Source: an optimization exercise on an open RTL-to-GDS flow (aim: small area, a short achievable clock period and few clock cycles). Production flows keep margins and buffers that such runs may drop. RTL that was checked went through simulation tests only; none was proved equivalent to the original. Function not checked in runs 5 and 6: the RTL went through the layout flow alone. Power and IR drop assume default switching activity.

$ cat flow/config.mk
export PLATFORM = sky130hd
export DESIGN_NAME = rle_codec
export DESIGN_NICKNAME = rle_codec
export VERILOG_FILES = /design/flow/design.v
export SDC_FILE = /design/flow/constraint.sdc
export NUM_CORES = 4
export LEC_CHECK = 0
export ABC_AREA = 1
export CAP_MARGIN = 20
export CORE_MARGIN = 2
export CORE_UTILIZATION = 70
export CTS_BUF_LIST = sky130_fd_sc_hd__clkbuf_8
export CTS_CLUSTER_DIAMETER = 150
export CTS_CLUSTER_SIZE = 18
export SETUP_SLACK_MARGIN = 5
export SLEW_MARGIN = 20
$ cat flow/constraint.sdc
create_clock -name core_clock -period 11.0 [get_ports {clk}]
set_input_delay 2.2000 -clock core_clock [delete_from_list [all_inputs] [get_ports {clk}]]
set_output_delay 2.2000 -clock core_clock [all_outputs]
set_load 0.01 [all_outputs]
$ cat flow/design.v
module drift_score (
    input  wire       clk,
    input  wire       shift,       
    input  wire [7:0] b,
    output wire [7:0] last,        
    output wire       over         
);
    reg [127:0] r;
    reg [31:0]  p;
    reg [2:0]   kt;
    assign last = r[7:0];
    function [2:0] tadd;
        input [2:0] a, b;
        begin
            tadd[0] = a[0] | b[0];
            tadd[1] = a[1] | b[1] | (a[0] & b[0]);
            tadd[2] = a[2] | b[2] | (a[1] & b[0]) | (a[0] & b[1]);
        end
    endfunction
    function [2:0] therm;
        input [1:0] x;
        therm = {x[1] & x[0], x[1], x[1] | x[0]};
    endfunction
    function [2:0] ones2;
        input [1:0] x;
        ones2 = {1'b0, x[1] & x[0], x[1] | x[0]};
    endfunction
    wire [7:0] d  = b ^ r[127:120];
    wire [2:0] nt = tadd(tadd(ones2(d[1:0]), ones2(d[3:2])),
                         tadd(ones2(d[5:4]), ones2(d[7:6])));
    wire [1:0] pn = {nt[1], (nt[0] & !nt[1]) | nt[2]};
    wire [2:0] s0 = tadd(therm(p[1:0]),   therm(p[3:2]));
    wire [2:0] s1 = tadd(therm(p[5:4]),   therm(p[7:6]));
    wire [2:0] s2 = tadd(therm(p[9:8]),   therm(p[11:10]));
    wire [2:0] s3 = tadd(therm(p[13:12]), therm(p[15:14]));
    wire [2:0] s4 = tadd(therm(p[17:16]), therm(p[19:18]));
    wire [2:0] s5 = tadd(therm(p[21:20]), therm(p[23:22]));
    wire [2:0] s6 = tadd(therm(p[25:24]), therm(p[27:26]));
    wire [2:0] k14 = tadd(tadd(tadd(s0, s1), tadd(s2, s3)), tadd(tadd(s4, s5), s6));
    wire [2:0] sc = tadd(kt, nt);
    assign over = sc[2];
    always @(posedge clk) begin
        if (shift) begin
            r  <= {r[119:0], b};
            p  <= {p[29:0], pn};
            kt <= tadd(k14, nt);
        end
    end
endmodule
module rle_encoder (
    input  wire       clk,
    input  wire       rst,
    input  wire       cmd_valid,
    output wire       cmd_ready,
    input  wire [1:0] cmd_op,
    input  wire [7:0] cmd_byte,
    output wire       out_valid,
    input  wire       out_ready,
    output wire [7:0] out_byte
);
    localparam [1:0] OP_BYTE = 2'b01, OP_FLUSH = 2'b10, OP_INIT = 2'b11;
    localparam [7:0] MARKER = 8'h7E;
    reg       iv, rdy;
    reg [1:0] iop;
    reg [7:0] ib;
    reg [4:0] widx;         
    reg       full;         
    reg       any;          
    reg       supp;         
    reg [2:0] run;
    reg       xv, xt, xe;
    reg [7:0] ob;
    reg [2:0] xr;
    reg [7:0] xd;
    reg       yv, ym, yt, ye;
    reg [2:0] yr;
    reg [7:0] yd;
    assign cmd_ready = rdy;
    assign out_valid = xv;
    assign out_byte  = ob;
    wire acc   = cmd_valid && rdy;
    wire go    = iv && !yv;                      
    wire xlast = !xt && !xe;
    wire xfree = !xv || (xlast && out_ready);    
    wire is_byte  = (iop == OP_BYTE);
    wire is_flush = (iop == OP_FLUSH);
    wire [7:0] last;
    wire over;
    drift_score u_score (.clk(clk), .shift(go && is_byte), .b(ib), .last(last), .over(over));
    wire [7:0] prev = any ? last : 8'd0;
    wire now_full = full || (widx == 5'd31);
    wire mark     = now_full && over && !supp;
    wire [7:0] delta  = ib ^ prev;
    wire       absorb = (delta == 8'd0) && (run != 3'd7);
    wire       esc    = (delta[7:5] != 3'd0) || (delta[4:0] == 5'd31) ||
                        (run == 3'd3 && delta == 8'd30);
    reg       nm, nt, ne;
    reg [2:0] nr;
    reg [7:0] nd;
    always @* begin
        nm = 1'b0; nt = 1'b0; ne = 1'b0; nr = run; nd = delta;
        if (is_byte) begin
            nm = mark;
            nt = !absorb;
            ne = !absorb && esc;
        end else if (is_flush) begin
            nt = (run != 3'd0);
            nr = run - 3'd1;
            nd = 8'd0;
        end
    end
    wire nv = go && (nm | nt);
    wire       lm = yv ? ym : nm;
    wire       lt = yv ? yt : nt;
    wire       le = yv ? ye : ne;
    wire [2:0] lr = yv ? yr : nr;
    wire [7:0] ld = yv ? yd : nd;
    wire iv_next = acc || (iv && !go);
    wire yv_next = !xfree && (yv || nv);
    always @(posedge clk) begin
        if (rst) begin
            iv   <= 1'b0;
            rdy  <= 1'b1;
            widx <= 5'd0;
            full <= 1'b0;
            any  <= 1'b0;
            supp <= 1'b0;
            run  <= 3'd0;
            xv <= 1'b0; xt <= 1'b0; xe <= 1'b0;
            yv <= 1'b0;
        end else begin
            if (acc) begin
                iop <= cmd_op;
                ib  <= cmd_byte;
            end
            iv  <= iv_next;
            rdy <= !(iv_next && yv_next);
            yv <= yv_next;
            if (xfree) begin
                xv <= yv || nv;
                xt <= lm && lt;
                xe <= le;
                xr <= lr;
                xd <= ld;
                ob <= lm ? MARKER : {lr, le ? 5'd31 : ld[4:0]};
            end else begin
                if (out_ready) begin
                    if (xt) begin
                        xt <= 1'b0;
                        ob <= {xr, xe ? 5'd31 : xd[4:0]};
                    end else begin
                        xe <= 1'b0;
                        ob <= xd;
                    end
                end
                if (nv) begin
                    ym <= nm; yt <= nt; ye <= ne; yr <= nr; yd <= nd;
                end
            end
            if (go) begin
                case (iop)
                    OP_BYTE: begin
                        widx <= widx + 5'd1;
                        if (widx == 5'd31) full <= 1'b1;
                        any <= 1'b1;
                        if (now_full) supp <= mark;
                        run <= absorb ? run + 3'd1 : 3'd0;
                    end
                    OP_FLUSH: run <= 3'd0;
                    OP_INIT: begin
                        widx <= 5'd0;
                        full <= 1'b0;
                        any  <= 1'b0;
                        supp <= 1'b0;
                        run  <= 3'd0;
                    end
                    default: ;
                endcase
            end
        end
    end
endmodule
module rle_decoder (
    input  wire        clk,
    input  wire        rst,
    input  wire        cmd_valid,
    output wire        cmd_ready,
    input  wire [1:0]  cmd_op,
    input  wire [7:0]  cmd_byte,
    input  wire [15:0] cmd_cap,
    output wire        out_valid,
    input  wire        out_ready,
    output wire [7:0]  out_byte,
    output wire [15:0] out_index,
    output wire        res_valid,
    output wire [1:0]  res_status,
    output wire [15:0] res_count
);
    localparam [1:0] OP_BYTE = 2'b01, OP_END = 2'b10, OP_INIT = 2'b11;
    localparam [1:0] ST_OK = 2'd0, ST_CAP = 2'd1, ST_TRUNC = 2'd2;
    localparam [7:0] MARKER = 8'h7E;
    reg        iv, rdy;
    reg [1:0]  iop;
    reg [7:0]  ib;
    reg        esc_pending;
    reg [2:0]  esc_run;
    reg [15:0] room;        
    reg [1:0]  status;
    reg [7:0]  prev;
    reg [15:0] out_count;
    reg        xu, xend, xinit, xh;
    reg [2:0]  xk;
    reg [7:0]  xd;
    reg        yv, yh;
    reg [2:0]  yc;
    reg [7:0]  yd;
    assign cmd_ready  = rdy;
    assign out_valid  = xu;
    assign out_byte   = prev;
    assign out_index  = out_count;
    assign res_valid  = xend;
    assign res_status = xd[1:0];
    assign res_count  = out_count;
    wire acc   = cmd_valid && rdy;
    wire xlast = (xk == 3'd0) || (xk == 3'd1 && !xh);
    wire xfree = !xu || (xlast && out_ready);
    wire xstep = xu && out_ready;
    wire ok      = (status == ST_OK);
    wire is_byte = (iop == OP_BYTE);
    wire       plain   = (ib != MARKER) && (ib[4:0] != 5'd31);
    wire       unit    = ok && (esc_pending || plain);
    wire [2:0] u_run   = esc_pending ? esc_run : ib[7:5];
    wire [7:0] u_delta = esc_pending ? ib : {3'd0, ib[4:0]};
    wire       room_hi = (room[15:3] != 13'd0);
    wire       room_nz = room_hi || (room[2:0] != 3'd0);
    wire       fits    = room_hi || (room[2:0] > u_run);      
    wire [4:0]  lo_left   = {1'b0, room[3:0]} + {2'b01, ~u_run};
    wire [11:0] hi_dec    = room[15:4] - 12'd1;
    wire [15:0] room_left = {lo_left[4] ? room[15:4] : hi_dec, lo_left[3:0]};
    reg       nv, nh;
    reg [2:0] nc;
    reg [7:0] nd;
    always @* begin
        nv = 1'b0; nh = 1'b0; nc = 3'd0; nd = u_delta;
        case (iop)
            OP_BYTE: begin
                nv = unit && room_nz;
                nh = fits;
                nc = fits ? u_run : room[2:0];
            end
            OP_END: begin
                nv = 1'b1;
                nd = {6'd0, (ok && esc_pending) ? ST_TRUNC : status};
            end
            OP_INIT: begin
                nv = 1'b1;
                nd = 8'd4;
            end
            default: ;
        endcase
    end
    wire n_c0 = is_byte && unit && room_nz && (u_run == 3'd0);
    wire go   = iv && (!yv || !nv);            
    wire ln   = iv && !yv && nv;               
    wire       lh = yv ? yh : nh;
    wire [2:0] lc = yv ? yc : nc;
    wire [7:0] ld = yv ? yd : nd;
    wire       lunit = yv ? (yh || yc != 3'd0) : (ln && (nh || nc != 3'd0));
    wire       lctl  = yv ? (!yh && yc == 3'd0) : (ln && !nh && nc == 3'd0);
    wire       l_c0  = yv ? (yh && yc == 3'd0) : (iv && n_c0);
    wire iv_next = acc || (iv && !go);
    wire yv_next = !xfree && (yv || ln);
    always @(posedge clk) begin
        if (rst) begin
            esc_pending <= 1'b0;
            esc_run     <= 3'd0;
            room        <= 16'd0;
            status      <= ST_OK;
            prev        <= 8'd0;
            out_count   <= 16'd0;
            xu    <= 1'b0;
            xend  <= 1'b0;
            xinit <= 1'b0;
            yv    <= 1'b0;
            iv    <= 1'b0;
            rdy   <= 1'b1;
        end else begin
            if (acc) begin
                iop <= cmd_op;
                ib  <= cmd_byte;
            end
            iv  <= iv_next;
            rdy <= !(iv_next && yv_next);
            if (xinit)
                out_count <= 16'd0;
            else if (xstep)
                out_count <= out_count + 16'd1;
            if (xfree && l_c0)
                prev <= (xinit ? 8'd0 : prev) ^ ld;
            else if (xinit)
                prev <= 8'd0;
            else if (xstep && xk == 3'd1 && xh)
                prev <= prev ^ xd;
            if (xfree) begin
                xu    <= lunit;
                xend  <= lctl && !ld[2];
                xinit <= lctl && ld[2];
                xh    <= lh && lc != 3'd0;
                xk    <= lc;
                xd    <= ld;
            end else if (xstep) begin
                if (xk != 3'd0) xk <= xk - 3'd1;
                if (xk == 3'd1) xh <= 1'b0;
            end
            if (!yv) begin
                yh <= nh; yc <= nc; yd <= nd;
            end
            yv <= yv_next;
            if (go) begin
                case (iop)
                    OP_BYTE: begin
                        if (ok) begin
                            if (esc_pending)
                                esc_pending <= 1'b0;
                            else if (ib != MARKER && ib[4:0] == 5'd31) begin
                                esc_pending <= 1'b1;
                                esc_run     <= ib[7:5];
                            end
                        end
                        if (unit) begin
                            if (fits) begin
                                room <= room_left;
                            end else begin
                                room   <= 16'd0;
                                status <= ST_CAP;
                            end
                        end
                    end
                    OP_END: begin
                        if (ok && esc_pending) status <= ST_TRUNC;
                    end
                    OP_INIT: begin
                        esc_pending <= 1'b0;
                        esc_run     <= 3'd0;
                        status      <= ST_OK;
                    end
                    default: ;
                endcase
            end
            if (acc && cmd_op == OP_INIT) room <= cmd_cap;
        end
    end
endmodule
module rle_codec (
    input  wire        clk,
    input  wire        rst,
    input  wire        enc_cmd_valid,
    output wire        enc_cmd_ready,
    input  wire [1:0]  enc_cmd_op,
    input  wire [7:0]  enc_cmd_byte,
    output wire        enc_out_valid,
    input  wire        enc_out_ready,
    output wire [7:0]  enc_out_byte,
    input  wire        dec_cmd_valid,
    output wire        dec_cmd_ready,
    input  wire [1:0]  dec_cmd_op,
    input  wire [7:0]  dec_cmd_byte,
    input  wire [15:0] dec_cmd_cap,
    output wire        dec_out_valid,
    input  wire        dec_out_ready,
    output wire [7:0]  dec_out_byte,
    output wire [15:0] dec_out_index,
    output wire        dec_res_valid,
    output wire [1:0]  dec_res_status,
    output wire [15:0] dec_res_count
);
    rle_encoder u_enc (
        .clk(clk), .rst(rst),
        .cmd_valid(enc_cmd_valid), .cmd_ready(enc_cmd_ready),
        .cmd_op(enc_cmd_op), .cmd_byte(enc_cmd_byte),
        .out_valid(enc_out_valid), .out_ready(enc_out_ready), .out_byte(enc_out_byte)
    );
    rle_decoder u_dec (
        .clk(clk), .rst(rst),
        .cmd_valid(dec_cmd_valid), .cmd_ready(dec_cmd_ready),
        .cmd_op(dec_cmd_op), .cmd_byte(dec_cmd_byte), .cmd_cap(dec_cmd_cap),
        .out_valid(dec_out_valid), .out_ready(dec_out_ready),
        .out_byte(dec_out_byte), .out_index(dec_out_index),
        .res_valid(dec_res_valid), .res_status(dec_res_status), .res_count(dec_res_count)
    );
endmodule
$ cat flow/flow/run.sh
#!/bin/bash
# Standard ORFS layout, with faster port buffers (buf_4 in place of the
# default delay-cell buffer) and a deeper setup repair. Each make run's
# full output goes to a log file of its own in this folder.
set -euo pipefail
bash standard.sh synth > synth.log 2>&1
bash standard.sh \
    BUFFER_PORTS_ARGS="-buffer_cell sky130_fd_sc_hd__buf_4" \
    SETUP_SLACK_MARGIN=${FLOW_SETUP_MARGIN:-7.2} \
    finish > layout.log 2>&1
$ cat flow/standard.sh
#!/bin/bash
# synth_recipe.tcl (not shown) runs the flow's synth.tcl, then flattens the netlist and writes it again
# the make line also repeats each setting of config.mk as NAME=value (left out here)
make -C /OpenROAD-flow-scripts/flow DESIGN_CONFIG=/design/flow/config.mk WORK_HOME=/design/flow/orfs CLKGATE_MAP_FILE= SYNTH_SCRIPT=/design/flow/synth_recipe.tcl "${@:-finish}"
==> notes.md, run 1 <==
- Final wirelength: 23.9 mm
- Crit path time final: 3620 ps
- Peak supply drop: 0.139 mV
- WHS Endpoint: u_enc.u_score.r[85]$_DFFE_PP_
- Drt first-iter violations: 610
- Reg area: 0.00847 mm^2
- CP Cell Sequence: buf_4 > nand2_1 > o21ai_1 > inv_1 > nor2_2
- Cell taking the most area after synthesis: edfxtp_1
- Mapped cell area: 0.0132 mm^2
- Slowest cell delay on critical path: 540 ps
- Largest net degree at the start of global routing: 94
- Initial antenna violation count: 0
- Top cell type's share of synthesized area: 53.8%
- Req. time, crit path: 11180 ps
- Worst setup SP type: input port
- Vias: 8870
- Wire length of the first global-routing pass: 39.0 mm
- CTS Buf Count: 20
- Syn nets: 1335
- Setup Skew: 23.3 ps
- Vias in the first global route: 8173
- Fillers: 1227
- Die X: 141 um
- Synth Instances: 1276
- Largest cells by area after synthesis: edfxtp_1 54%, dfxtp_1 10%, nand2_1 8.3%
- GRT Residual Overflow: 0
- Crit Path Class: in2reg
- P&R area growth vs syn: 8.63%
- Hold Violations, Final: 0
- # Max-Cap Violations: 0
- Critical path's slowest cell: o21ai_1
- YS warnings: 3
- EDFF count, synth: 236
- Post-route setup slack: 7380 ps
- Pwr dens: 143 mW/mm^2
- Clock sink count: 305
- Dpl cells: 1565
- Drt via density: 5.54
- Max frequency: 276 MHz
- Pre-antenna DRT Iters: 5
- Worst-Skew Late Latency: 540 ps
- Setup slack, reg-to-reg: 8120 ps
- Fin nets: 1412
- Total track usage: 24.1%
- Antenna-violating nets left: 0
- Static Leak: 5.78 nW
- Post-route cell area: 0.0143 mm^2
- RSZ-0062 raised after global routing: no
- Cell family with most CP delay: simple AND/OR/NAND/NOR gates
- Placed instance area: 0.0140 mm^2
- Crit. End Element: register
- Die Height: 141 um
- Site Rows: 50
- Fin crit share: 32.9%
- Top FF cell, synth: edfxtp_1
- Register-to-Register Path Depth: 14
- Sequential area share after synthesis: 64.2%
- Crit path depth: 5
- Async S/R FF share, synth: 0%
- Max-slew headroom at the worst pin: 31.7%
- GP Congestion: 0.880
- Final Non-Filler Cells: 1601
- R2R Path End: u_dec.room[5]$_SDFFE_PP0P_
- Outcome: timing/DRC/antenna clean
- HP Start: u_enc.u_score.r[77]$_DFFE_PP_
- Drt wl/cell: 14.9 um
- Worst EP arrival: 3800 ps
- TNS Setup: 0 ps
- H-tree depth: 1
- CTS Buffer Depth: 3
- Yosys cell types: 53
- FF-to-FF Start: u_dec.esc_pending$_SDFFE_PP0P_
- Hold buffers post-CTS: 0
- Tot Pwr: 0.00205 W
- Layout cells sized above 1: 11.2%
- Avg Inst Size Synth: 10.3 um^2
- Pre-CTS setup slack: 6590 ps
- Effective utilization at floorplan: 70.9%
- Post-detail-place hpwl: 16.3 mm
- Port bufs: 96
- CTS clk-pin slew, worst paths: 110 ps
- Final setup viols: 0
- Die area: 0.0199 mm^2
- Hold Crit Depth: 0
- CP Buf/Inv Count: 2
- Io pins: 97
- Measured slew at the worst slew-check pin: 1020 ps
- Post-synth top cells: 293 x nand2_1, 236 x edfxtp_1, 136 x inv_1, 136 x nor2_1, 75 x nand3_1
- Area of the multi-input gates: 0.00394 mm^2
- Core Area: 0.0186 mm^2
- CP max FO: 13
- Worst min path class: reg2reg
- Root buf cell: clkbuf_8
- DRC Markers: 0
- CTS tree: done
- Most frequent cell after synthesis: nand2_1
- Count of state elements after synthesis: 305
- # diodes: 0
- Final number of max-transition violations: 0
state kept, by name, summed over array words and instances, names as in the netlist, 5 cells and up:
name             count
u_dec.room          16
u_dec.out_count     16
u_enc.xd             8
u_dec.ib             8
u_dec.prev           8
u_enc.ob             8
u_enc.u_score.p     28
u_enc.widx           5
u_enc.ib             8
u_dec.xd             8
u_enc.u_score.r    128
u_dec.yd             8
u_enc.yd             8
placed cells by master, fill, tap and decap left out, types with 6 or more instances in the layout:
cell type  instances
o21ai_1            6
nand2_2            6
xnor2_1           11
buf_4             97
nand2_1          292
nand4_1           23
nor2_1           134
xor2_1            22
nor3_1            13
inv_1            151
nor3b_1            7
a21oi_1           62
o21ai_0           64
clkbuf_8          21
edfxtp_1         236
ha_1              16
nand3_1           75
dfxtp_1           69
power by group:
group / internal [W] / leakage, nW / switching, W
logic: 0.0000921 / 2.79 / 0.000158
registers: 0.00127 / 2.76 / 0.0000256
clock network: 0.000179 / 0.231 / 0.000328
how the worst max path moves through the flow:
stage                             start               endpoint  slack, ps
floorplan           u_enc.yv$_SDFF_PP0_  u_enc.yd[0]$_DFFE_PP_       6440
global placement                    rst  u_enc.yd[3]$_DFFE_PP_       6610
detailed placement                  rst  u_enc.yd[5]$_DFFE_PP_       6590
CTS                       enc_out_ready  u_enc.xd[5]$_DFFE_PP_       7410
global route              enc_out_ready  u_enc.xd[2]$_DFFE_PP_       7200
finish                    enc_out_ready  u_enc.xd[2]$_DFFE_PP_       7380
area by class of cell:
| cell class | instances | area share, % |
|---|---|---|
| Clock inverter | 15 | 0.393 |
| Sequential cell | 305 | 59.1 |
| Multi-Input combinational cell | 786 | 27.5 |
| Clock buffer | 21 | 2.02 |
| Inverter | 142 | 3.73 |
| Tap cell | 234 | 2.04 |
| Timing Repair Buffer | 98 | 5.16 |
per-stage QoR:
step / util (%) / hold slack [ps]
after global routing: 77.1 / 428
after floorplan: - / 400
after global placement: 75.2 / 401
final: 77.1 / 419
after detailed placement: 75.2 / 405
after CTS: 77.0 / 422
routing by layer:
metal  routed length (um)  GRT usage (%)  vias to the layer above
met4                  479           5.84                        0
li1                     -              -                     4420
met1                11100           36.1                     4129
met5                    0              0                        -
met3                 1500           3.57                       36
met2                10800           38.0                      285
kinds of logic (layout without fill, tap and decap cells):
logic type / Yosys count / after routing / synth area share (%)
xor+xnor: 33 / 33 / 2.19
fa+ha+maj: 17 / 17 / 1.67
simple gates: 574 / 574 / 18.8
compound gates: 162 / 162 / 6.93
buf+inv: 185 / 276 / 6.13
flops: 305 / 305 / 64.2
timing repair:
item	CTS	global route
buffers inserted	0	0
resized for setup	2	0
setup endpoints to repair	25	0
Testbench counts, summed over its fixed seeds: cycles 31,396.
==> inputs of run 2 (changes only) <==
--- a/flow/flow/run.sh
+++ b/flow/flow/run.sh
@@ -8,3 +8,3 @@
     BUFFER_PORTS_ARGS="-buffer_cell sky130_fd_sc_hd__buf_4" \
-    SETUP_SLACK_MARGIN=${FLOW_SETUP_MARGIN:-7.2} \
+    SETUP_SLACK_MARGIN=${FLOW_SETUP_MARGIN:-6.8} \
     finish > layout.log 2>&1
==> notes.md, run 2 <==
- Yosys cell types: 53 (unchanged)
- Worst setup SP type: input port (unchanged)
- Worst min path class: reg2reg (unchanged)
- Drt via density: 5.56 (was 5.54)
- Avg Inst Size Synth: 10.3 um^2 (unchanged)
- CP Buf/Inv Count: 2 (unchanged)
- EDFF count, synth: 236 (unchanged)
- Die X: 141 um (unchanged)
- Clock sink count: 305 (unchanged)
- Top cell type's share of synthesized area: 53.8% (unchanged)
- Max frequency: 263 MHz (was 276 MHz)
- CTS resizes: 0 (was 2)
- Setup Skew: 16.8 ps (was 23.3 ps)
- Switching share of power: 25.2% (was 24.9%)
- # diodes: 0 (unchanged)
- TNS Setup: 0 ps (unchanged)
- Wire length of the first global-routing pass: 38.5 mm (was 39.0 mm)
- P&R area growth vs syn: 8.77% (was 8.63%)
- Sequential area share after synthesis: 64.2% (unchanged)
- Commonest non-fill, non-tap cell in the layout: nand2_1 (unchanged)
- Vias: 8901 (was 8870)
- Critical path's slowest cell: nor2_1 (was o21ai_1)
- Int Pwr: 0.00154 W (about the same)
- Comb pwr share: 12.3% (was 12.2%)
- Fin crit share: 34.6% (was 32.9%)
- Mapped cell area: 0.0132 mm^2 (unchanged)
- Pre-antenna DRT Iters: 5 (unchanged)
- Fin util: 77.2% (was 77.1%)
- Site Rows: 50 (unchanged)
- Slowest cell delay on critical path: 750 ps (was 540 ps)
- Most frequent cell after synthesis: nand2_1 (unchanged)
- Crit Path Class: in2reg (unchanged)
- Core Area: 0.0186 mm^2 (unchanged)
- Root buf cell: clkbuf_8 (unchanged)
- CP Cell Sequence: buf_4 > nand2_1 > o21ai_1 > inv_1 > nor2_1 (was buf_4 > nand2_1 > o21ai_1 > inv_1 > nor2_2)
- Largest cells by area after synthesis: edfxtp_1 54%, dfxtp_1 10%, nand2_1 8.3% (unchanged)
- Hold buffers post-CTS: 0 (unchanged)
- Final number of max-transition violations: 0 (unchanged)
- Async S/R FF share, synth: 0% (unchanged)
- GRT Residual Overflow: 0 (unchanged)
- CTS clk-pin slew, worst paths: 110 ps (about the same)
- Total track usage: 23.9% (was 24.1%)
- Top reg by flops: u_enc.u_score.r (unchanged)
- Vias in the first global route: 8107 (was 8173)
- Reg area: 0.00847 mm^2 (unchanged)
- Syn nets: 1335 (unchanged)
- Final setup viols: 0 (unchanged)
- Die Height: 141 um (unchanged)
- Initial antenna violation count: 0 (unchanged)
- Crit. End Element: register (unchanged)
- Max reg flops: 128 (unchanged)
- CTS Buffer Depth: 3 (unchanged)
- GP Congestion: 0.859 (was 0.880)
- Req. time, crit path: 11190 ps (was 11180 ps)
- Antenna-violating nets left: 0 (unchanged)
- Top Registers: u_enc.u_score.r (128), u_enc.u_score.p (28) (unchanged)
- Peak supply drop: 0.130 mV (was 0.139 mV)
- Cell taking the most area after synthesis: edfxtp_1 (unchanged)
- CTS tree: done (unchanged)
- CP max FO: 13 (unchanged)
- Final wirelength: 24.2 mm (was 23.9 mm)
- Io pins: 97 (unchanged)
- CTS Buf Count: 20 (unchanged)
- Worst EP arrival: 3990 ps (was 3800 ps)
- NetSw: 0.000517 W (was 0.000511 W)
- DRC Markers: 0 (unchanged)
- Layout cells sized above 1: 11.1% (was 11.2%)
- Static Leak: 5.79 nW (was 5.78 nW)
- Drt first-iter violations: 693 (was 610)
- Post-detail-place hpwl: 16.3 mm (about the same)
- Drt wl/cell: 15.1 um (was 14.9 um)
- RSZ-0062 raised after global routing: no (unchanged)
- Fin nets: 1413 (was 1412)
- Area of the multi-input gates: 0.00394 mm^2 (about the same)
- Flop pwr share: 63.1% (was 63.2%)
- Port bufs: 96 (unchanged)
- Die area: 0.0199 mm^2 (unchanged)
- Commonest cells after routing, fill and taps aside: 292 x nand2_1, 236 x edfxtp_1, 151 x inv_1, 135 x nor2_1, 97 x buf_4 (was 292 x nand2_1, 236 x edfxtp_1, 151 x inv_1, 134 x nor2_1, 97 x buf_4)
- # Max-Cap Violations: 0 (unchanged)
- Outcome: timing/DRC/antenna clean (unchanged)
- Count of state elements after synthesis: 305 (unchanged)
- Effective utilization at floorplan: 70.9% (unchanged)
- Crit path time final: 3800 ps (was 3620 ps)
- Clock Power Share: 24.6% (was 24.7%)
- YS warnings: 3 (unchanged)
- Post-synth top cells: 293 x nand2_1, 236 x edfxtp_1, 136 x inv_1, 136 x nor2_1, 75 x nand3_1 (unchanged)
- Pwr dens: 143 mW/mm^2 (about the same)
- Worst-Skew Late Latency: 550 ps (was 540 ps)
- Fillers: 1219 (was 1227)
- Hold Violations, Final: 0 (unchanged)
- Synth Instances: 1276 (unchanged)
- Measured slew at the worst slew-check pin: 957 ps (was 1020 ps)
- Largest net degree at the start of global routing: 93 (was 94)
- Cell family with most CP delay: simple AND/OR/NAND/NOR gates (unchanged)
- # Post-CTS Setup Buffers: 0 (unchanged)
- H-tree depth: 1 (unchanged)
- Top FF cell, synth: edfxtp_1 (unchanged)
- Max-slew headroom at the worst pin: 36.0% (was 31.7%)
## run 2: cell counts after synthesis
Identical to the previous run, type by type.
## run 2: path summary, 6_finish.rpt
kind | from | end | slack [ps] | cells past startpoint
min reg2reg | u_enc.u_score.r[38]$_DFFE_PP_ | u_enc.u_score.r[46]$_DFFE_PP_ | 420 | 0
max reg2reg | u_enc.yv$_SDFF_PP0_ | u_enc.u_score.r[113]$_DFFE_PP_ | 8120 | 5
max | enc_out_ready | u_enc.xd[6]$_DFFE_PP_ | 7200 | 5
min | u_enc.u_score.r[38]$_DFFE_PP_ | u_enc.u_score.r[46]$_DFFE_PP_ | 420 | 0
## run 2: layout make-up
| cell class | instances | area share, % |
|---|---|---|
| inverter | 142 | 3.72 |
| sequential | 305 | 59.1 |
| tap | 234 | 2.04 |
| clock inverter | 16 | 0.454 |
| timing repair buffer | 99 | 5.35 |
| multi-input combinational | 786 | 27.5 |
| clock buffer | 20 | 1.92 |
## run 2: cells by family (layout without fill, tap and decap cells)
| group | after synthesis | after routing | share of synthesized area [%] |
|---|---|---|---|
| compound gates | 162 | 162 | 6.93 |
| xor+xnor | 33 | 33 | 2.19 |
| buf+inv | 185 | 277 | 6.13 |
| flops | 305 | 305 | 64.2 |
| fa+ha+maj | 17 | 17 | 1.67 |
| simple gates | 574 | 574 | 18.8 |
## run 2: through the flow
step	worst slack (ps)	total power (W)	instances	cell area, um^2	hold slack, ps
final	7200	0.00206	1602	14300	417
after global routing	6990	0.00215	1602	14300	429
after CTS	7150	0.00207	1601	14300	424
after detailed placement	6540	0.00157	1565	14000	405
after global placement	6600	0.00156	1565	14000	402
after floorplan	6430	0.00151	1276	13200	400
## run 2: routing by layer
layer	up-vias	global-route usage [%]	wire length [um]
li1	4431	-	-
met1	4141	35.9	11100
met2	298	37.4	11200
met3	31	3.50	1550
met4	0	6.11	362
met5	-	0	0
## run 2: power by group through the flow
stage / clock (W) / combinational [W] / sequential [W]
detailed placement: 0 / 0.000248 / 0.00132
global route: 0.000561 / 0.000283 / 0.00130
floorplan: 0 / 0.000189 / 0.00132
global placement: 0 / 0.000239 / 0.00132
CTS: 0.000521 / 0.000250 / 0.00130
finish: 0.000505 / 0.000253 / 0.00130
==> inputs of run 3 (changes only) <==
--- a/flow/flow/run.sh
+++ b/flow/flow/run.sh
@@ -8,3 +8,3 @@
     BUFFER_PORTS_ARGS="-buffer_cell sky130_fd_sc_hd__buf_4" \
-    SETUP_SLACK_MARGIN=${FLOW_SETUP_MARGIN:-6.8} \
+    SETUP_SLACK_MARGIN=${FLOW_SETUP_MARGIN:-7.5} \
     finish > layout.log 2>&1
--- a/flow/config.mk
+++ b/flow/config.mk
@@ -7,3 +7,2 @@
 export LEC_CHECK = 0
-export ABC_AREA = 1
 export CAP_MARGIN = 20
==> notes.md, run 3 <==
- Fin crit share: 30.8% (was 34.6%)
- Antenna-violating nets left: 0 (unchanged)
- Req. time, crit path: 11300 ps (was 11190 ps)
- Drt first-iter violations: 768 (was 693)
- Max-slew headroom at the worst pin: 38.6% (was 36.0%)
- Count of state elements after synthesis: 305 (unchanged)
- Die X: 140 um (was 141 um)
- Worst Hold Margin: 411 ps (was 417 ps)
- Drt wl/cell: 18.7 um (was 15.1 um)
- Measured slew at the worst slew-check pin: 912 ps (was 957 ps)
- Vias in the first global route: 8021 (was 8107)
- Clock Power Share: 25.6% (was 24.6%)
- Setup slack, reg-to-reg: 7610 ps (was 8120 ps)
- NetSw: 0.000470 W (was 0.000517 W)
- Placed instance area: 0.0138 mm^2 (was 0.0140 mm^2)
- Commonest cells after routing, fill and taps aside: 236 x edfxtp_1, 103 x buf_4, 92 x nand2_1, 85 x nor2_1, 68 x dfxtp_1 (was 292 x nand2_1, 236 x edfxtp_1, 151 x inv_1, 135 x nor2_1, 97 x buf_4)
- Async S/R FF share, synth: 0% (unchanged)
- Fin nets: 1163 (was 1413)
- Core Area: 0.0180 mm^2 (was 0.0186 mm^2)
- Worst EP arrival: 3690 ps (was 3990 ps)
- CP max FO: 6 (was 13)
- Top reg by flops: u_enc.u_score.r (unchanged)
- Clock sink count: 305 (unchanged)
- Most frequent cell after synthesis: edfxtp_1 (was nand2_1)
- CTS tree: done (unchanged)
- Final number of max-transition violations: 0 (unchanged)
- Largest cells by area after synthesis: edfxtp_1 55%, dfxtp_1 11%, nand2_1 2.7% (was edfxtp_1 54%, dfxtp_1 10%, nand2_1 8.3%)
- Largest net degree at the start of global routing: 91 (was 93)
- Layout cells sized above 1: 16.9% (was 11.1%)
- Commonest non-fill, non-tap cell in the layout: edfxtp_1 (was nand2_1)
- Die area: 0.0196 mm^2 (was 0.0199 mm^2)
- Initial antenna violation count: 0 (unchanged)
- Flop pwr share: 65.0% (was 63.1%)
- Peak supply drop: 0.133 mV (was 0.130 mV)
- P&R area growth vs syn: 10.3% (was 8.77%)
- Most Frequent Cell on Critical Path: or4_1
- GR Util met3: 3.17% (was 3.50%)
- Vias: 8466 (was 8901)
- GP Congestion: 0.858 (was 0.859)
- Crit. End Element: register (unchanged)
- Drt via density: 6.29 (was 5.56)
- Sequential area share after synthesis: 65.5% (was 64.2%)
- Switching share of power: 23.7% (was 25.2%)
- Final wirelength: 25.2 mm (was 24.2 mm)
- Crit Path Class: reg2reg (was in2reg)
- Register-to-Register Path Depth: 7 (was 5)
- WHS Endpoint: u_enc.u_score.r[98]$_DFFE_PP_ (was u_enc.u_score.r[46]$_DFFE_PP_)
- Slowest cell delay on critical path: 640 ps (was 750 ps)
- Pre-antenna DRT Iters: 5 (unchanged)
- Yosys cell types: 76 (was 53)
- Setup Skew: 19.0 ps (was 16.8 ps)
- Pwr dens: 139 mW/mm^2 (was 143 mW/mm^2)
- Critical path's slowest cell: or4_1 (was nor2_1)
- Post-synth top cells: 236 x edfxtp_1, 92 x nand2_1, 86 x nor2_1 (was 293 x nand2_1, 236 x edfxtp_1, 136 x inv_1, 136 x nor2_1, 75 x nand3_1)
- Worst-Skew Late Latency: 550 ps (about the same)
- Syn nets: 1094 (was 1335)
- Hold Crit Depth: 0 (unchanged)
- Outcome: timing/DRC/antenna clean (unchanged)
- Post-detail-place hpwl: 16.8 mm (was 16.3 mm)
- Cell taking the most area after synthesis: edfxtp_1 (unchanged)
- Crit path time final: 3390 ps (was 3800 ps)
- EDFF count, synth: 236 (unchanged)
- Int Pwr: 0.00152 W (was 0.00154 W)
- Met2 Use GR: 40.4% (was 37.4%)
- Worst min path class: reg2reg (unchanged)
- H-tree depth: 1 (unchanged)
- DRC Markers: 0 (unchanged)
- FF-to-FF Start: u_dec.room[4]$_SDFFE_PP0P_ (was u_enc.yv$_SDFF_PP0_)
- Top cell type's share of synthesized area: 54.8% (was 53.8%)
- YS warnings: 3 (unchanged)
- Comb pwr share: 9.5% (was 12.3%)
- R2R Path End: u_dec.xh$_SDFFCE_PP0P_ (was u_enc.u_score.r[113]$_DFFE_PP_)
- Top Registers: u_enc.u_score.r (128), u_enc.u_score.p (28) (unchanged)
- Hold Violations, Final: 0 (unchanged)
- HP Start: u_enc.u_score.r[90]$_DFFE_PP_ (was u_enc.u_score.r[38]$_DFFE_PP_)
- CTS Buf Count: 20 (unchanged)
- Mapped cell area: 0.0129 mm^2 (was 0.0132 mm^2)
- GRT Residual Overflow: 0 (unchanged)
- Met1 usage: 38.2% (was 35.9%)
- Max reg flops: 128 (unchanged)
- Post-route cell area: 0.0143 mm^2 (about the same)
- TNS Setup: 0 ps (unchanged)
- RSZ-0062 raised after global routing: no (unchanged)
- Port bufs: 96 (unchanged)
- Total track usage: 25.4% (was 23.9%)
- Wire length of the first global-routing pass: 40.5 mm (was 38.5 mm)
- Synth Instances: 1035 (was 1276)
- Effective utilization at floorplan: 71.7% (was 70.9%)
- Io pins: 97 (unchanged)
- Root buf cell: clkbuf_8 (unchanged)
- Max frequency: 295 MHz (was 263 MHz)
- Top FF cell, synth: edfxtp_1 (unchanged)
- Worst setup SP type: register (was input port)
- CP Cell Sequence: or4_1 > or3_4 > or4_1 > nor3_4 > mux2i_1 > o21ai_2 > o311a_1 (was buf_4 > nand2_1 > o21ai_1 > inv_1 > nor2_1)
- Site Rows: 49 (was 50)
- GR peak layer: met2 (unchanged)
- Final setup viols: 0 (unchanged)
- # Max-Cap Violations: 0 (unchanged)
- Crit path launch: u_dec.room[4]$_SDFFE_PP0P_ (was enc_out_ready)
- Avg Inst Size Synth: 12.5 um^2 (was 10.3 um^2)
- CTS Buffer Depth: 3 (unchanged)
- # diodes: 0 (unchanged)
- Static Leak: 4.94 nW (was 5.79 nW)
- Die Height: 140 um (was 141 um)
- Hold buffers post-CTS: 0 (unchanged)
- CTS clk-pin slew, worst paths: 110 ps (about the same)
-- run 3: cell types whose count changed after synthesis, moves of 16 or more --
cell      delta
nand2_1    -201
inv_1      -106
nand3_1     -58
nor2_1      -50
o21ai_0     -26
clkbuf_1    +22
nor3_1      +22
a21oi_1     -16
o22ai_1     +16
-- run 3: critical path: cells and delay by family, from the launching register on --
kind,cells,cell delay (ps)
and+or+nand+nor,4,2000
AOI/OAI and AO/OA,2,470
DFF,1,340
muxes,1,340
-- run 3: metrics by stage --
stage | setup slack (ps) | power [W] | utilization, % | instances
2_1_floorplan | 7340 | 0.00144 | - | 1035
3_3_place_gp | 6520 | 0.00149 | 76.4 | 1306
3_5_place_dp | 6420 | 0.00149 | 76.4 | 1306
4_1_cts | 7530 | 0.00199 | 78.6 | 1344
5_1_grt | 7510 | 0.00206 | 79.1 | 1346
6_report | 7610 | 0.00199 | 79.1 | 1346
-- run 3: worst max-delay path by stage --
stage                                             to  slack (ps)
after CTS                       u_enc.rdy$_SDFF_PP1_        7530
after global placement          u_enc.rdy$_SDFF_PP1_        6520
after global routing          u_dec.xh$_SDFFCE_PP0P_        7510
after floorplan           u_dec.prev[0]$_SDFFE_PP0P_        7340
after detailed placement        u_enc.rdy$_SDFF_PP1_        6420
final                         u_dec.xh$_SDFFCE_PP0P_        7610
-- run 3: final cells by class --
cell class / instances / area, um^2
Inverter: 31 / 125
Fill cell: 1103 / 3770
Sequential cell: 305 / 8470
Clock buffer: 20 / 275
Tap cell: 229 / 287
Clock inverter: 15 / 61.3
Multi-Input combinational cell: 639 / 4200
Timing Repair Buffer: 107 / 843
-- run 3: cell families after synthesis --
family / synth area share (%)
adder cells (fa/ha/maj): 2.01
multiplexers: 1.71
AND/OR/NAND/NOR: 12.1
buffers and inverters: 3.26
XOR/XNOR: 2.71
AO/OA/AOI/OAI: 12.7
flip-flops: 65.5
-- run 3: power by group through the flow --
| stage | combinational [W] | clock, W | sequential, W |
|---|---|---|---|
| after CTS | 0.000183 | 0.000521 | 0.00129 |
| after detailed placement | 0.000177 | 0 | 0.00132 |
| after floorplan | 0.000135 | 0 | 0.00131 |
| after global routing | 0.000207 | 0.000560 | 0.00130 |
| final | 0.000188 | 0.000508 | 0.00129 |
| after global placement | 0.000170 | 0 | 0.00132 |
-- run 3: metal layers --
| metal | share of wire, % | wire [um] |
|---|---|---|
| met1 | 45 | 11400 |
| met2 | 47 | 11900 |
| met3 | 5.8 | 1470 |
| met4 | 1.7 | 433 |
| met5 | 0 | 0 |
-- run 3: what timing repair did --
| item | 4_1_cts | 5_1_grt |
|---|---|---|
| setup buffers | 3 | 1 |
| pin swaps | 2 | 1 |
| resized for setup | 7 | 8 |
| hold endpoints to repair | 0 | 0 |
| endpoints found under the setup margin | 53 | 17 |
| cloned | 0 | 0 |
==> inputs of run 4 (changes only) <==
--- a/flow/flow/run.sh
+++ b/flow/flow/run.sh
@@ -7,3 +7,3 @@
 bash standard.sh \
-    BUFFER_PORTS_ARGS="-buffer_cell sky130_fd_sc_hd__buf_4" \
+    BUFFER_PORTS_ARGS="-buffer_cell sky130_fd_sc_hd__buf_2" \
     SETUP_SLACK_MARGIN=${FLOW_SETUP_MARGIN:-7.5} \
--- a/flow/config.mk
+++ b/flow/config.mk
@@ -7,5 +7,6 @@
 export LEC_CHECK = 0
+export ABC_AREA = 1
 export CAP_MARGIN = 20
 export CORE_MARGIN = 2
-export CORE_UTILIZATION = 70
+export CORE_UTILIZATION = 80
 export CTS_BUF_LIST = sky130_fd_sc_hd__clkbuf_8
==> notes.md, run 4 <==
- Outcome: timing/DRC/antenna clean (unchanged)
- Wire length of the first global-routing pass: 42.9 mm (was 40.5 mm)
- Largest cells by area after synthesis: edfxtp_1 54%, dfxtp_1 10%, nand2_1 8.3% (was edfxtp_1 55%, dfxtp_1 11%, nand2_1 2.7%)
- RSZ-0062 raised after global routing: yes (was no)
- GRT Residual Overflow: 0 (unchanged)
- Worst min path class: reg2reg (unchanged)
- Crit path time final: 3390 ps (about the same)
- Count of state elements after synthesis: 305 (unchanged)
- Effective utilization at floorplan: 82.4% (was 71.7%)
- CP max FO: 40 (was 6)
- Yosys cell types: 53 (was 76)
- Setup Skew: 17.0 ps (was 19.0 ps)
- Worst setup SP type: input port (was register)
- Vias in the first global route: 8762 (was 8021)
- Top Registers: u_enc.u_score.r (128), u_enc.u_score.p (28) (unchanged)
- Die X: 132 um (was 140 um)
- Commonest cells after routing, fill and taps aside: 292 x nand2_1, 236 x edfxtp_1, 151 x inv_1, 134 x nor2_1, 96 x buf_2 (was 236 x edfxtp_1, 103 x buf_4, 92 x nand2_1, 85 x nor2_1, 68 x dfxtp_1)
- Post-detail-place hpwl: 18.4 mm (was 16.8 mm)
- Synth Area in Compound Gates: 6.93% (was 12.7%)
- Commonest non-fill, non-tap cell in the layout: nand2_1 (was edfxtp_1)
- GP Congestion: 0.916 (was 0.858)
- Layout cells sized above 1: 11.4% (was 16.9%)
- # Post-CTS Setup Buffers: 0 (was 3)
- Clock sink count: 305 (unchanged)
- Max-slew headroom at the worst pin: 32.3% (was 38.6%)
- DR WL met3: 2.21 mm (was 1.47 mm)
- CTS tree: done (unchanged)
- H-tree depth: 1 (unchanged)
- Die area: 0.0175 mm^2 (was 0.0196 mm^2)
- Final number of max-transition violations: 0 (unchanged)
- Total track usage: 30.4% (was 25.4%)
- Flop pwr share: 62.8% (was 65.0%)
- EDFF count, synth: 236 (unchanged)
- Met1 Wirelength: 10.6 mm (was 11.4 mm)
- Worst Hold Margin: 421 ps (was 411 ps)
- Pwr dens: 147 mW/mm^2 (was 139 mW/mm^2)
- Pre-antenna DRT Iters: 6 (was 5)
- NetSw: 0.000530 W (was 0.000470 W)
- Initial antenna violation count: 0 (unchanged)
- Switching share of power: 25.6% (was 23.7%)
- Peak supply drop: 0.137 mV (was 0.133 mV)
- Worst EP arrival: 3670 ps (was 3690 ps)
- Clock Power Share: 24.6% (was 25.6%)
- CTS Buf Count: 20 (unchanged)
- Largest net degree at the start of global routing: 84 (was 91)
- Req. time, crit path: 11280 ps (was 11300 ps)
- Post-synth top cells: 293 x nand2_1, 236 x edfxtp_1, 136 x inv_1, 136 x nor2_1, 75 x nand3_1 (was 236 x edfxtp_1, 92 x nand2_1, 86 x nor2_1)
- YS warnings: 3 (unchanged)
- # diodes: 0 (unchanged)
- Worst-Skew Late Latency: 540 ps (was 550 ps)
- Drt first-iter violations: 1046 (was 768)
- Mapped cell area: 0.0132 mm^2 (was 0.0129 mm^2)
- Synth Area in XOR/XNOR: 2.19% (was 2.71%)
- CTS Buffer Depth: 3 (unchanged)
- Top FF cell, synth: edfxtp_1 (unchanged)
- Antenna-violating nets left: 0 (unchanged)
- Most frequent cell after synthesis: nand2_1 (was edfxtp_1)
- Max frequency: 295 MHz (about the same)
- Site Rows: 46 (was 49)
- P&R area growth vs syn: 6.79% (was 10.3%)
- Async S/R FF share, synth: 0% (unchanged)
- Hold buffers post-CTS: 0 (unchanged)
- Final setup viols: 0 (unchanged)
- Fin nets: 1412 (was 1163)
- Die Height: 132 um (was 140 um)
- Core Area: 0.0160 mm^2 (was 0.0180 mm^2)
- Top reg by flops: u_enc.u_score.r (unchanged)
- Simple logic cell fraction of the synthesized area: 18.8% (was 12.1%)
- Crit. End Element: register (unchanged)
- Largest family of logic cells by synthesized area: simple AND/OR/NAND/NOR gates (was compound AO/OA/AOI/OAI gates)
- Crit Path Class: in2reg (was reg2reg)
- CTS clk-pin slew, worst paths: 110 ps (about the same)
- DRC Markers: 0 (unchanged)
- Top cell type's share of synthesized area: 53.8% (was 54.8%)
- Sequential area share after synthesis: 64.2% (was 65.5%)
- DR top layer: met4 (unchanged)
- Syn nets: 1335 (was 1094)
- Metal2 WL: 13.3 mm (was 11.9 mm)
- Final wirelength: 26.8 mm (was 25.2 mm)
- Hold Violations, Final: 0 (unchanged)
- Root buf cell: clkbuf_8 (unchanged)
- Avg Inst Size Synth: 10.3 um^2 (was 12.5 um^2)
- Drt via density: 5.97 (was 6.29)
- Static Leak: 5.74 nW (was 4.94 nW)
- Post-synthesis mux area share: 0% (was 1.71%)
- Synth Instances: 1276 (was 1035)
- Drt wl/cell: 17.0 um (was 18.7 um)
- Vias: 9450 (was 8466)
- Int Pwr: 0.00154 W (was 0.00152 W)
- Max reg flops: 128 (unchanged)
- # Max-Cap Violations: 0 (unchanged)
- TNS Setup: 0 ps (unchanged)
- Port bufs: 96 (unchanged)
- Cell taking the most area after synthesis: edfxtp_1 (unchanged)
- Comb pwr share: 12.6% (was 9.5%)
- Io pins: 97 (unchanged)
- Synth Area in Adders: 1.67% (was 2.01%)
- Measured slew at the worst slew-check pin: 1020 ps (was 912 ps)
- Fin crit share: 30.9% (was 30.8%)
==> run 4: power by group through the flow <==
stage	combinational [W]	clock [W]	sequential [W]
2_1_floorplan	0.000189	0	0.00132
3_3_place_gp	0.000231	0	0.00132
3_5_place_dp	0.000250	0	0.00132
4_1_cts	0.000255	0.000514	0.00130
5_1_grt	0.000287	0.000550	0.00130
6_report	0.000260	0.000508	0.00130
==> run 4: area by class of cell <==
type	count	area, um^2
Sequential cell	305	8470
Multi-Input combinational cell	786	3960
Fill cell	765	1920
Inverter	142	538
Timing Repair Buffer	98	495
Clock buffer	21	289
Tap cell	216	270
Clock inverter	15	56.3
==> run 4: worst max-delay path: stages <==
cell and delay (ps):
buf_2 650, clkinv_4 440, nand2_1 240, a21oi_4 110
==> run 4: worst paths after layout <==
check	end	cells past startpoint	from	slack (ps)
worst max-delay path	u_enc.yd[4]$_DFFE_PP_	4	rst	7610
worst min-delay path	u_enc.u_score.r[75]$_DFFE_PP_	0	u_enc.u_score.r[67]$_DFFE_PP_	420
worst max register to register	u_enc.widx[4]$_SDFFE_PP0P_	7	u_enc.yv$_SDFF_PP0_	7840
worst min register to register	u_enc.u_score.r[75]$_DFFE_PP_	0	u_enc.u_score.r[67]$_DFFE_PP_	420
==> run 4: logic make-up after synthesis <==
family          after synthesis
compound gates              162
xor+xnor                     33
fa+ha+maj                    17
buf+inv                     185
flops                       305
simple gates                574
==> run 4: what timing repair did <==
action	4_1_cts	5_1_grt
pin swaps	0	0
setup endpoints to repair	45	39
gates resized for setup	2	3
==> run 4: through the flow <==
step	area [um^2]	std cells	util (%)	setup slack, ps	total power [W]
floorplan	13200	1276	-	6440	0.00151
global placement	13700	1547	85.7	6320	0.00155
detailed placement	13700	1547	85.7	6300	0.00157
CTS	14100	1583	87.9	7510	0.00207
global route	14100	1583	88.0	7500	0.00214
finish	14100	1583	88.0	7610	0.00207
==> run 4: metal layers <==
layer	vias to the layer above	GRT usage, %
met3	84	4.54
met4	0	8.66
met2	511	52.0
li1	4431	-
met5	-	0
met1	4424	41.3
==> inputs of run 5 (changes only) <==
--- a/flow/design.v
+++ b/flow/design.v
@@ -272,2 +272,9 @@
     wire yv_next = !xfree && (yv || ln);
+    wire esc_next = (go && iop == OP_INIT) ? 1'b0 :
+                    (go && is_byte && ok) ? (!esc_pending && ib != MARKER && ib[4:0] == 5'd31) :
+                    esc_pending;
+    wire st_bad  = !ok && !(go && iop == OP_INIT);
+    wire quiet   = (cmd_op == 2'b00) ||
+                   (cmd_op == OP_BYTE && (st_bad || (!esc_next &&
+                    (cmd_byte == MARKER || cmd_byte[4:0] == 5'd31))));
     always @(posedge clk) begin
@@ -292,3 +299,3 @@
             iv  <= iv_next;
-            rdy <= !(iv_next && yv_next);
+            rdy <= !(iv_next && yv_next && !(acc && quiet));
             if (xinit)
@@ -321,10 +328,4 @@
                     OP_BYTE: begin
-                        if (ok) begin
-                            if (esc_pending)
-                                esc_pending <= 1'b0;
-                            else if (ib != MARKER && ib[4:0] == 5'd31) begin
-                                esc_pending <= 1'b1;
-                                esc_run     <= ib[7:5];
-                            end
-                        end
+                        if (ok && !esc_pending && ib != MARKER && ib[4:0] == 5'd31)
+                            esc_run <= ib[7:5];
                         if (unit) begin
@@ -342,3 +343,2 @@
                     OP_INIT: begin
-                        esc_pending <= 1'b0;
                         esc_run     <= 3'd0;
@@ -350,2 +350,3 @@
             if (acc && cmd_op == OP_INIT) room <= cmd_cap;
+            esc_pending <= esc_next;
         end
==> notes.md, run 5 <==
- CP max FO: 16 (was 40)
- Final setup viols: 0 (unchanged)
- Die area: 0.0174 mm^2 (was 0.0175 mm^2)
- NetSw: 0.000475 W (was 0.000530 W)
- Drt wl/cell: 17.2 um (was 17.0 um)
- Post-detail-place hpwl: 18.1 mm (was 18.4 mm)
- Crit. End Element: register (unchanged)
- Avg Inst Size Synth: 10.5 um^2 (was 10.3 um^2)
- EDFF count, synth: 236 (unchanged)
- Layout cells sized above 1: 12.4% (was 11.4%)
- Critical path's slowest cell: inv_1 (was buf_2)
- Largest net degree at the start of global routing: 98 (was 84)
- CP Cell Sequence: buf_2 > nand4_1 > inv_1 > nand2_1 > o21ai_0 > inv_1 > nand3_1 > nand2_1 > nor2_1 (was buf_2 > clkinv_4 > nand2_1 > a21oi_4)
- Async S/R FF share, synth: 0% (unchanged)
- DRC Markers: 0 (unchanged)
- Outcome: timing/DRC/antenna clean (unchanged)
- GR Util met3: 4.73% (was 4.54%)
- CTS Buf Count: 20 (unchanged)
- Top Registers: u_enc.u_score.r (128), u_enc.u_score.p (28) (unchanged)
- GP Congestion: 0.871 (was 0.916)
- Die X: 132 um (about the same)
- Cell family with most CP delay: simple AND/OR/NAND/NOR gates (was buffers and inverters)
- Crit path time final: 3410 ps (was 3390 ps)
- RSZ-0062 raised after global routing: yes (unchanged)
- Max frequency: 293 MHz (was 295 MHz)
- Cell taking the most area after synthesis: edfxtp_1 (unchanged)
- Tot Pwr: 0.00198 W (was 0.00207 W)
- Worst min path class: reg2reg (unchanged)
- Fin nets: 1387 (was 1412)
- Antenna-violating nets left: 0 (unchanged)
- GRT Residual Overflow: 0 (unchanged)
- Measured slew at the worst slew-check pin: 1080 ps (was 1020 ps)
- YS warnings: 3 (unchanged)
- P&R area growth vs syn: 7.86% (was 6.79%)
- Switching share of power: 24.0% (was 25.6%)
- CP Buf/Inv Count: 3 (was 2)
- Clock sink count: 305 (unchanged)
- Max-slew headroom at the worst pin: 27.8% (was 32.3%)
- Root buf cell: clkbuf_8 (unchanged)
- # Max-Cap Violations: 0 (unchanged)
- Pwr dens: 141 mW/mm^2 (was 147 mW/mm^2)
- GR peak layer: met2 (unchanged)
- Core Area: 0.0159 mm^2 (was 0.0160 mm^2)
- Mapped cell area: 0.0131 mm^2 (was 0.0132 mm^2)
- Drt via density: 5.92 (was 5.97)
- Post-synth top cells: 271 x nand2_1, 236 x edfxtp_1, 148 x nor2_1 (was 293 x nand2_1, 236 x edfxtp_1, 136 x inv_1, 136 x nor2_1, 75 x nand3_1)
- Sequential area share after synthesis: 64.8% (was 64.2%)
- Peak supply drop: 0.143 mV (was 0.137 mV)
- Max reg flops: 128 (unchanged)
- # diodes: 0 (unchanged)
- TNS Setup: 0 ps (unchanged)
- Total track usage: 30.3% (was 30.4%)
- CTS clk-pin slew, worst paths: 110 ps (about the same)
- Wire length of the first global-routing pass: 42.2 mm (was 42.9 mm)
- Vias: 9223 (was 9450)
- Worst setup SP type: input port (unchanged)
- Effective utilization at floorplan: 81.9% (was 82.4%)
- Pre-antenna DRT Iters: 7 (was 6)
- Final number of max-transition violations: 0 (unchanged)
- Io pins: 97 (unchanged)
- Largest cells by area after synthesis: edfxtp_1 54%, dfxtp_1 11%, nand2_1 7.8% (was edfxtp_1 54%, dfxtp_1 10%, nand2_1 8.3%)
- Top FF cell, synth: edfxtp_1 (unchanged)
- Worst EP arrival: 3890 ps (was 3670 ps)
- Crit Path Class: in2reg (unchanged)
- Comb pwr share: 9.2% (was 12.6%)
- Count of state elements after synthesis: 305 (unchanged)
- Port bufs: 96 (unchanged)
- Met1 usage: 41.5% (was 41.3%)
- Commonest cells after routing, fill and taps aside: 268 x nand2_1, 236 x edfxtp_1, 151 x inv_1, 144 x nor2_1, 95 x buf_2 (was 292 x nand2_1, 236 x edfxtp_1, 151 x inv_1, 134 x nor2_1, 96 x buf_2)
- Synth Instances: 1243 (was 1276)
- Initial antenna violation count: 0 (unchanged)
- Commonest non-fill, non-tap cell in the layout: nand2_1 (unchanged)
- Yosys cell types: 51 (was 53)
- Top reg by flops: u_enc.u_score.r (unchanged)
- Hold Violations, Final: 0 (unchanged)
- Top cell type's share of synthesized area: 54.3% (was 53.8%)
- CTS Buffer Depth: 3 (unchanged)
- Site Rows: 46 (unchanged)
- Drt first-iter violations: 1043 (was 1046)
- Static Leak: 5.77 nW (was 5.74 nW)
- Vias in the first global route: 8725 (was 8762)
- Die Height: 132 um (about the same)
- Fin crit share: 31.0% (was 30.9%)
- Setup Skew: 17.5 ps (was 17.0 ps)
- Slowest cell delay on critical path: 570 ps (was 650 ps)
- Syn nets: 1302 (was 1335)
- CTS tree: done (unchanged)
- Req. time, crit path: 11480 ps (was 11280 ps)
- Setup slack, reg-to-reg: 8010 ps (was 7840 ps)
- Final wirelength: 26.7 mm (was 26.8 mm)
- Worst-Skew Late Latency: 540 ps (about the same)
- Most frequent cell after synthesis: nand2_1 (unchanged)
- Int Pwr: 0.00151 W (was 0.00154 W)
- Met2 Use GR: 50.5% (was 52.0%)
- Flop pwr share: 65.0% (was 62.8%)
- Clock Power Share: 25.7% (was 24.6%)
- Fillers: 749 (was 765)
- H-tree depth: 1 (unchanged)
## run 5: cell count changes in the layout (fill, tap and decap cells not counted), sizes merged, moves of 10 or more
cell,change
nand3,-11
xor2,+17
nor2,+16
nand4,-10
a21oi,-17
nand2,-26
## run 5: routing by layer
metal / vias up / wire length, um
li1: 4317 / -
met1: 4306 / 10600
met2: 505 / 12900
met3: 95 / 2220
met4: 0 / 972
met5: - / 0
## run 5: through the flow
stage | hold WS (ps) | area [um^2] | util (%) | setup slack [ps] | std cells
floorplan | 400 | 13100 | - | 7360 | 1243
global placement | 401 | 13700 | 85.9 | 6810 | 1521
global route | 421 | 14100 | 88.4 | 7500 | 1558
finish | 419 | 14100 | 88.4 | 7590 | 1558
detailed placement | 405 | 13700 | 85.9 | 6740 | 1521
CTS | 420 | 14100 | 88.2 | 7550 | 1558
## run 5: repair_timing
| item | CTS | global route |
|---|---|---|
| cloned | 0 | 0 |
| endpoints found under the setup margin | 17 | 20 |
| buffers inserted | 1 | 0 |
| resized for setup | 2 | 3 |
| hold buffers | 0 | 0 |
## run 5: worst register-to-register path: stages, from the launching register on
cell and delay, ps:
dfxtp_1 600, o21ai_1 200, ha_1 410, a21oi_1 230
o21ai_1 110, o21ai_1 110, nand3_2 220, nand2_4 210
inv_2 120, o31ai_4 150, nand2_4 210, inv_2 160
nor2_1 50, nor2_1 130
## run 5: final timing paths
kind | start | to | depth (start not counted)
max | dec_cmd_op[0] | u_dec.room[8]$_SDFFE_PP0P_ | 9
min | u_enc.u_score.r[103]$_DFFE_PP_ | u_enc.u_score.r[111]$_DFFE_PP_ | 0
max reg2reg | u_dec.esc_pending$_SDFF_PP0_ | u_dec.room[5]$_SDFFE_PP0P_ | 13
min reg2reg | u_enc.u_score.r[103]$_DFFE_PP_ | u_enc.u_score.r[111]$_DFFE_PP_ | 0
## run 5: logic make-up after synthesis
family,Yosys count,synth area share (%)
compound gates,151,6.80
flops,305,64.8
buf+inv,184,5.94
xor+xnor,42,2.82
fa+ha+maj,17,1.69
simple gates,544,17.9
## run 5: final cells by class
cell class                 count  area [um^2]  share of cell area, %
clock inverter                15         56.3                  0.400
inverter                     147          558                   3.96
multi-input combinational    754         3910                   27.8
sequential                   305         8470                   60.1
tap                          216          270                   1.92
clock buffer                  21          289                   2.05
timing repair buffer         100          529                   3.76
## run 5: power groups by stage
stage                     sequential [W]  combinational (W)  clock, W
after floorplan                  0.00131           0.000126         0
after global placement           0.00131           0.000160         0
after detailed placement         0.00131           0.000172         0
after CTS                        0.00129           0.000176  0.000513
after global routing             0.00129           0.000200  0.000554
final                            0.00129           0.000183  0.000510
==> inputs of run 6 (changes only) <==
--- a/flow/flow/run.sh
+++ b/flow/flow/run.sh
@@ -7,3 +7,3 @@
 bash standard.sh \
-    BUFFER_PORTS_ARGS="-buffer_cell sky130_fd_sc_hd__buf_2" \
+    BUFFER_PORTS_ARGS="-buffer_cell sky130_fd_sc_hd__buf_4" \
     SETUP_SLACK_MARGIN=${FLOW_SETUP_MARGIN:-7.5} \
--- a/flow/config.mk
+++ b/flow/config.mk
@@ -10,3 +10,3 @@
 export CORE_MARGIN = 2
-export CORE_UTILIZATION = 80
+export CORE_UTILIZATION = 70
 export CTS_BUF_LIST = sky130_fd_sc_hd__clkbuf_8
==> notes.md, run 6 <==
- Outcome: timing/DRC/antenna clean (unchanged)
- Initial antenna violation count: 0 (unchanged)
- Top Registers: u_enc.u_score.r (128), u_enc.u_score.p (28) (unchanged)
- Largest cells by area after synthesis: edfxtp_1 54%, dfxtp_1 11%, nand2_1 7.8% (unchanged)
- Drt via density: 5.46 (was 5.92)
- CP Cell Sequence: buf_4 (was buf_2 > nand4_1 > inv_1 > nand2_1 > o21ai_0 > inv_1 > nand3_1 > nand2_1 > nor2_1)
- Layout cells sized above 1: 12.2% (was 12.4%)
- # Post-CTS Setup Buffers: 0 (was 1)
- Count of state elements after synthesis: 305 (unchanged)
- Top cell type's share of synthesized area: 54.3% (unchanged)
- CTS clk-pin slew, worst paths: 110 ps (about the same)
- Post-detail-place hpwl: 16.3 mm (was 18.1 mm)
- Worst setup SP type: register (was input port)
- Critical path's slowest cell: dfxtp_1 (was inv_1)
- Commonest cells after routing, fill and taps aside: 268 x nand2_1, 236 x edfxtp_1, 151 x inv_1, 144 x nor2_1, 98 x buf_4 (was 268 x nand2_1, 236 x edfxtp_1, 151 x inv_1, 144 x nor2_1, 95 x buf_2)
- Top reg by flops: u_enc.u_score.r (unchanged)
- RSZ-0062 raised after global routing: no (was yes)
- Static Leak: 5.80 nW (was 5.77 nW)
- Syn nets: 1302 (unchanged)
- Req. time, crit path: 8800 ps (was 11480 ps)
- Fin crit share: 31.2% (was 31.0%)
- # diodes: 0 (unchanged)
- Top FF cell, synth: edfxtp_1 (unchanged)
- Synth Instances: 1243 (unchanged)
- Avg Inst Size Synth: 10.5 um^2 (unchanged)
- Max reg flops: 128 (unchanged)
- Die Height: 141 um (was 132 um)
- Pre-antenna DRT Iters: 5 (was 7)
- Wire length of the first global-routing pass: 38.2 mm (was 42.2 mm)
- Max-slew headroom at the worst pin: 32.2% (was 27.8%)
- GRT Residual Overflow: 0 (unchanged)
- Most frequent cell after synthesis: nand2_1 (unchanged)
- Vias: 8567 (was 9223)
- Final number of max-transition violations: 0 (unchanged)
- Max frequency: 292 MHz (was 293 MHz)
- Sequential area share after synthesis: 64.8% (unchanged)
- Largest net degree at the start of global routing: 99 (was 98)
- EDFF count, synth: 236 (unchanged)
- Mapped cell area: 0.0131 mm^2 (unchanged)
- Worst Hold Margin: 418 ps (was 419 ps)
- Core Area: 0.0181 mm^2 (was 0.0159 mm^2)
- Clock sink count: 305 (unchanged)
- CTS Buffer Depth: 3 (unchanged)
- Worst min path class: reg2reg (unchanged)
- Drt wl/cell: 15.0 um (was 17.2 um)
- Die X: 141 um (was 132 um)
- GP Congestion: 0.822 (was 0.871)
- Pre-CTS setup slack: 7080 ps (was 6740 ps)
- H-tree depth: 1 (unchanged)
- TNS Setup: 0 ps (unchanged)
- Post-route setup slack: 7570 ps (was 7590 ps)
- Worst EP arrival: 1230 ps (was 3890 ps)
- YS warnings: 3 (unchanged)
- CP Buf/Inv Count: 1 (was 3)
- Die area: 0.0198 mm^2 (was 0.0174 mm^2)
- Vias in the first global route: 7985 (was 8725)
- Worst-Skew Late Latency: 550 ps (was 540 ps)
- Io pins: 97 (unchanged)
- P&R area growth vs syn: 9.53% (was 7.86%)
- Crit. End Element: primary output (was register)
- Crit path time final: 3430 ps (was 3410 ps)
- Async S/R FF share, synth: 0% (unchanged)
- CP max FO: 3 (was 16)
- Final wirelength: 23.5 mm (was 26.7 mm)
- Post-synth top cells: 271 x nand2_1, 236 x edfxtp_1, 148 x nor2_1 (unchanged)
- CTS Buf Count: 20 (unchanged)
- Yosys cell types: 51 (unchanged)
- Hold buffers post-CTS: 0 (unchanged)
- Effective utilization at floorplan: 72.0% (was 81.9%)
- Slowest cell delay on critical path: 500 ps (was 570 ps)
- Setup Skew: 19.4 ps (was 17.5 ps)
- Cell family with most CP delay: flip-flops (was simple AND/OR/NAND/NOR gates)
- Total track usage: 23.7% (was 30.3%)
- Antenna-violating nets left: 0 (unchanged)
- Measured slew at the worst slew-check pin: 1010 ps (was 1080 ps)
- Cell taking the most area after synthesis: edfxtp_1 (unchanged)
- Drt first-iter violations: 645 (was 1043)
- Pwr dens: 138 mW/mm^2 (was 141 mW/mm^2)
- Hold Violations, Final: 0 (unchanged)
- CTS tree: done (unchanged)
- DRC Markers: 0 (unchanged)
- Peak supply drop: 0.139 mV (was 0.143 mV)
- Fin nets: 1386 (was 1387)
- # Max-Cap Violations: 0 (unchanged)
- Site Rows: 49 (was 46)
- Root buf cell: clkbuf_8 (unchanged)
- Crit Path Class: reg2out (was in2reg)
- Final setup viols: 0 (unchanged)
- Commonest non-fill, non-tap cell in the layout: nand2_1 (unchanged)
- Port bufs: 96 (unchanged)
-- run 6: cell count changes in the layout (fill, tap and decap cells not counted) --
cell,before,now
a31oi_2,0,1
a31oi_4,1,0
clkinv_2,1,0
nand2_2,2,3
buf_4,3,98
clkinv_1,1,2
buf_2,95,0
buf_12,1,0
nand2_4,6,5
-- run 6: per-stage QoR --
| step | cells | cell area (um^2) | power, W | util [%] |
|---|---|---|---|---|
| 2_1_floorplan | 1243 | 13100 | 0.00143 | - |
| 6_report | 1570 | 14300 | 0.00197 | 78.8 |
| 5_1_grt | 1570 | 14300 | 0.00204 | 78.8 |
| 3_3_place_gp | 1534 | 14000 | 0.00148 | 76.9 |
| 4_1_cts | 1570 | 14300 | 0.00198 | 78.8 |
| 3_5_place_dp | 1534 | 14000 | 0.00149 | 76.9 |
-- run 6: where the power goes --
group          internal (W)  switching, W  leakage, nW
clock              0.000179      0.000328        0.231
sequential          0.00127     0.0000202         2.76
combinational     0.0000652      0.000110         2.81
-- run 6: worst paths after layout --
check | startpoint | depth (start not counted) | slack, ps | to
setup / recovery | u_dec.xu$_SDFFE_PP0N_ | 1 | 7570 | dec_out_valid
hold / removal | u_enc.u_score.r[108]$_DFFE_PP_ | 0 | 420 | u_enc.u_score.r[116]$_DFFE_PP_
setup reg to reg | u_dec.esc_pending$_SDFF_PP0_ | 13 | 8240 | u_dec.room[5]$_SDFFE_PP0P_
hold reg to reg | u_enc.u_score.r[108]$_DFFE_PP_ | 0 | 420 | u_enc.u_score.r[116]$_DFFE_PP_
-- run 6: layout make-up --
cell class,count,area [um^2]
Clock inverter,15,56.3
Fill cell,1185,3840
Multi-Input combinational cell,754,3900
Inverter,147,557
Timing Repair Buffer,99,747
Clock buffer,21,289
Tap cell,229,287
Sequential cell,305,8470
-- run 6: logic make-up (layout without fill, tap and decap cells) --
logic type,count (synthesis),after routing,share of synthesized area [%]
XOR/XNOR,42,42,2.82
buffers and inverters,184,282,5.94
AND/OR/NAND/NOR,544,544,17.9
AO/OA/AOI/OAI,151,151,6.80
flip-flops,305,305,64.8
adder cells (fa/ha/maj),17,17,1.69
-- run 6: what timing repair did --
item / 4_1_cts / 5_1_grt
gates resized for setup: 0 / 1
setup endpoints to repair: 0 / 4
endpoints found under the hold margin: 0 / 0
-- run 6: metal layers --
layer / wire [um] / GRT usage [%]
met3: 1190 / 3.40
met5: 0 / 0
met2: 10800 / 37.8
met1: 11000 / 35.3
met4: 485 / 5.84

==> afterwards: timing with drivers on the ports <==
How much do the figures lean on ideal ports? The routed layouts below were timed once more, with nothing changed but the port constraints. Step 1 (the two cells are an assumption about what drives the block):
set clk [get_ports {clk}]
set_driving_cell -lib_cell sky130_fd_sc_hd__clkbuf_16 $clk
set_driving_cell -lib_cell sky130_fd_sc_hd__buf_2 [delete_from_list [all_inputs] $clk]
Step 2 also shifts input and output timing later by t, the mid clock arrival at the registers, as if the neighbouring blocks saw the same clock. a / b / c = ideal ports / drivers / drivers and shift; a / b = the first two.
| run | t (ns) | slack for setup (ns) | clock arrival spread, ns | slew at the worst register clock pin (ns) | cell pins on the clock port's net |
|---|---|---|---|---|---|
| run 1 | 0.568 | 7.382 / 7.392 / 6.824 | 0.028 / 0.027 | 0.12 / 0.12 | 1 |
| run 2 | 0.589 | 7.198 / 7.202 / 6.613 | 0.018 / 0.019 | 0.12 / 0.12 | 1 |
| run 3 | 0.585 | 7.611 / 7.572 / 7.075 | 0.019 / 0.019 | 0.12 / 0.12 | 1 |
| run 4 | 0.577 | 7.605 / 7.592 / 7.038 | 0.019 / 0.019 | 0.11 / 0.11 | 1 |
| run 5 | 0.569 | 7.590 / 7.559 / 7.041 | 0.018 / 0.018 | 0.12 / 0.12 | 1 |
| run 6 | 0.579 | 7.573 / 7.531 / 7.068 | 0.023 / 0.023 | 0.12 / 0.12 | 1 |
After both steps setup and hold are still met in every run listed. The setup slack of run 2, which loses most, moves by +0.004 ns with the drivers and by -0.585 ns with both steps.
